What follows belongs to an exercise in optimizing a design on an open flow for small area, a short achievable clock period and few clock cycles; a production flow would make more cautious choices. The RTL was checked by simulation tests, not by an equivalence proof against the original design.

== run 1 ==
## mnt_fxu
module mnt_fxu (
    input  wire        clk,
    input  wire        rst,       
    input  wire        req,
    input  wire        we,
    input  wire [5:0]  addr,      
    input  wire [31:0] wdata,
    output wire        ready,
    output reg  [31:0] rdata
);
clock: 14.0 ns
lec_check: 0
abc_area: 1
cap_margin: 20
core_margin: 2
core_utilization: 55
cts_buf_list: sky130_fd_sc_hd__clkbuf_4 sky130_fd_sc_hd__clkbuf_8
slew_margin: 20
standard.sh (not shown) runs the stock make flow with config.mk's settings and CLKGATE_MAP_FILE= SYNTH_SCRIPT=/design/flow/synth_recipe.tcl, a recipe that flattens the netlist after the stock synthesis.
==> flow/flow/run.sh <==
#!/bin/bash
set -euo pipefail
bash standard.sh SETUP_SLACK_MARGIN=6 finish > standard.log 2>&1
Run 1 was carried through to the last stage, and its layout satisfied the timing, DRC and antenna checks.
Testbench counts of run 1, summed over its fixed seeds: cycles 35,295.
## Diff of input files: run 2 against run 1
Settings: CORE_UTILIZATION now 40, was 55.
==> flow/flow/run.sh <==
#!/bin/bash
set -euo pipefail
bash standard.sh SETUP_SLACK_MARGIN=6.5 finish > standard.log 2>&1
## What came out
Of the two values seen for worst setup path startpoint, oa[16] was produced by run 2 and ob[2] by run 1. Routed metal-1 wire length (run 2 / run 1): 1.17. Relative to run 1, global routing met3 resource utilization has decreased by 5.6 points in run 2. Run 1 → run 2: weighted congestion reported at the end of routability-driven placement has decreased, register-to-register slack +0.46 ns, overall global routing resource usage now sits lower.
diff inputs: run 2 => run 3
==> flow/flow/run.sh <==
#!/bin/bash
set -euo pipefail
bash standard.sh SETUP_SLACK_MARGIN=6 finish > standard.log 2>&1
==> run notes <==
- Diff run 2 -> run 3: upper clock frequency limit fell about 3.2%, clock network contribution to total cell area went up by 0.34 points, hold slack stayed essentially flat, die area closely matched the old numbers, post-route minimum period higher.
- Compared run 3 against run 2; cell count after placement within noise.
For run 4, these inputs were changed with respect to run 3:
Settings: removing CTS_BUF_LIST (formerly sky130_fd_sc_hd__clkbuf_4 sky130_fd_sc_hd__clkbuf_8); changing CORE_UTILIZATION from 40 to 55; removing ABC_AREA (formerly 1).
Notes after the runs:
The compound-gate portion of the synthesized area in run 4 was lower than what run 3 gave.
Re die area: run 4 is about 26% down on run 3.
Run 4: HPWL after detailed placement is about 8% lower than what run 3 reported.
What run 4 reported for via count normalized by instance count has to be multiplied by 0.847 to get the figure for run 3.
Compared to run 3, the router laid down less metal wire for run 4.
Run 4 vs run 3, standard cell with the maximum stage delay on the critical path: a31oi_2 vs o21ai_0


mnt_fxu again, from the RTL that the note above started with.
export LEC_CHECK = 0
export ABC_AREA = 1
export CAP_MARGIN = 20
export CORE_MARGIN = 2
export CORE_UTILIZATION = 40
export CTS_BUF_LIST = sky130_fd_sc_hd__clkbuf_4 sky130_fd_sc_hd__clkbuf_8
export SLEW_MARGIN = 20
export TNS_END_PERCENT = 30
create_clock -name core_clock -period 14.0 [get_ports {clk}]
==> flow/flow/run.sh <==
#!/bin/bash
set -euo pipefail
bash standard.sh SETUP_SLACK_MARGIN=6 finish > standard.log 2>&1
The first run completed without violations.
Testbench counts at the start, summed over its fixed seeds: cycles 35,295.
Change:
- ABC_AREA: 1 -> unset
- CTS_BUF_LIST: sky130_fd_sc_hd__clkbuf_4 sky130_fd_sc_hd__clkbuf_8 -> unset
- TNS_END_PERCENT: 30 -> unset
Die area went up by 1.7%. Worst setup slack improved by 0.18 ns. Sequential share of layout area fell by 0.86 points.
Change:
- ABC_AREA: unset -> 1
- CTS_BUF_LIST: unset -> sky130_fd_sc_hd__clkbuf_4 sky130_fd_sc_hd__clkbuf_8
- CTS_CLUSTER_SIZE: unset -> 30
Effect: The new run produced a clean layout; area after synthesis decreases by 1.7%; setup slack loses 0.017 ns; die area fell by about 1.7%.


mnt_fxu again, from the RTL that the note above started with.
Settings: LEC_CHECK=0, ABC_AREA=1, CAP_MARGIN=20, CORE_MARGIN=2, CORE_UTILIZATION=40, SLEW_MARGIN=20; clock period 14.0 ns.
Scripts as last shown in full above: flow/flow/run.sh
Testbench counts at the start, summed over its fixed seeds: cycles 35,295.
Edit:
==> flow/flow/run.sh (replaced) <==
#!/bin/bash
set -euo pipefail
bash standard.sh SETUP_SLACK_MARGIN=5.5 finish > standard.log 2>&1
Settings changed: CTS_BUF_LIST set to sky130_fd_sc_hd__clkbuf_4 sky130_fd_sc_hd__clkbuf_8.
After rerunning:
- The new run passed the timing, DRC and antenna checks
- routed wire length came out lower by about 2.5%
- synthesized cell count does not change
- cell area came out lower by about 3.7%
- setup slack gets worse by 510 ps

## what the ideal ports hide
In the flow no input, the clock included, has a driving cell. The finished layouts below were timed again as built, in two steps. Step 1 sets driving cells, clkbuf_16 on the clock port and buf_2 on the other inputs (assumed; they add their load-dependent delay and slew). Step 2, shift: input delay + t, output delay - t, t = (earliest + latest rising clock arrival at the registers) / 2. This alone moves slack from input paths to output paths. Three values: ideal, step 1, step 2; two values: the first two.
run | t (ns) | setup WS [ns] | hold WS [ns] | worst setup path after step 2 | worst data-port slew with drivers (ns)
run 1 | 0.881 | 5.768 / 5.768 / 5.768 | 0.487 / 0.487 / 0.487 | register to register | 0.06
run 2 | 0.941 | 6.230 / 6.230 / 6.230 | 0.510 / 0.510 / 0.510 | register to register | 0.06
run 3 | 0.920 | 5.971 / 5.971 / 5.971 | 0.508 / 0.508 / 0.508 | register to register | 0.05
run 4 | 0.704 | 5.923 / 5.895 / 5.895 | 0.503 / 0.503 / 0.503 | input to output | 0.06
the first run of note 2 | 0.924 | 5.806 / 5.795 / 5.795 | 0.509 / 0.509 / 0.509 | input to output | 0.05
the second run of note 2 | 0.722 | 5.989 / 5.898 / 5.898 | 0.493 / 0.493 / 0.493 | input to output | 0.09
the third run of note 2 | 0.920 | 5.971 / 5.971 / 5.971 | 0.508 / 0.508 / 0.508 | register to register | 0.05
the first run of note 3 | 0.766 | 6.004 / 6.004 / 6.004 | 0.494 / 0.494 / 0.494 | register to register | 0.05
the second run of note 3 | 0.918 | 5.491 / 5.491 / 5.491 | 0.512 / 0.512 / 0.512 | register to register | 0.05
After both steps setup and hold are still met in every run listed. For the second run of note 2, which loses most, drivers alone change the setup slack by -0.091 ns; drivers and shift together by -0.091 ns.
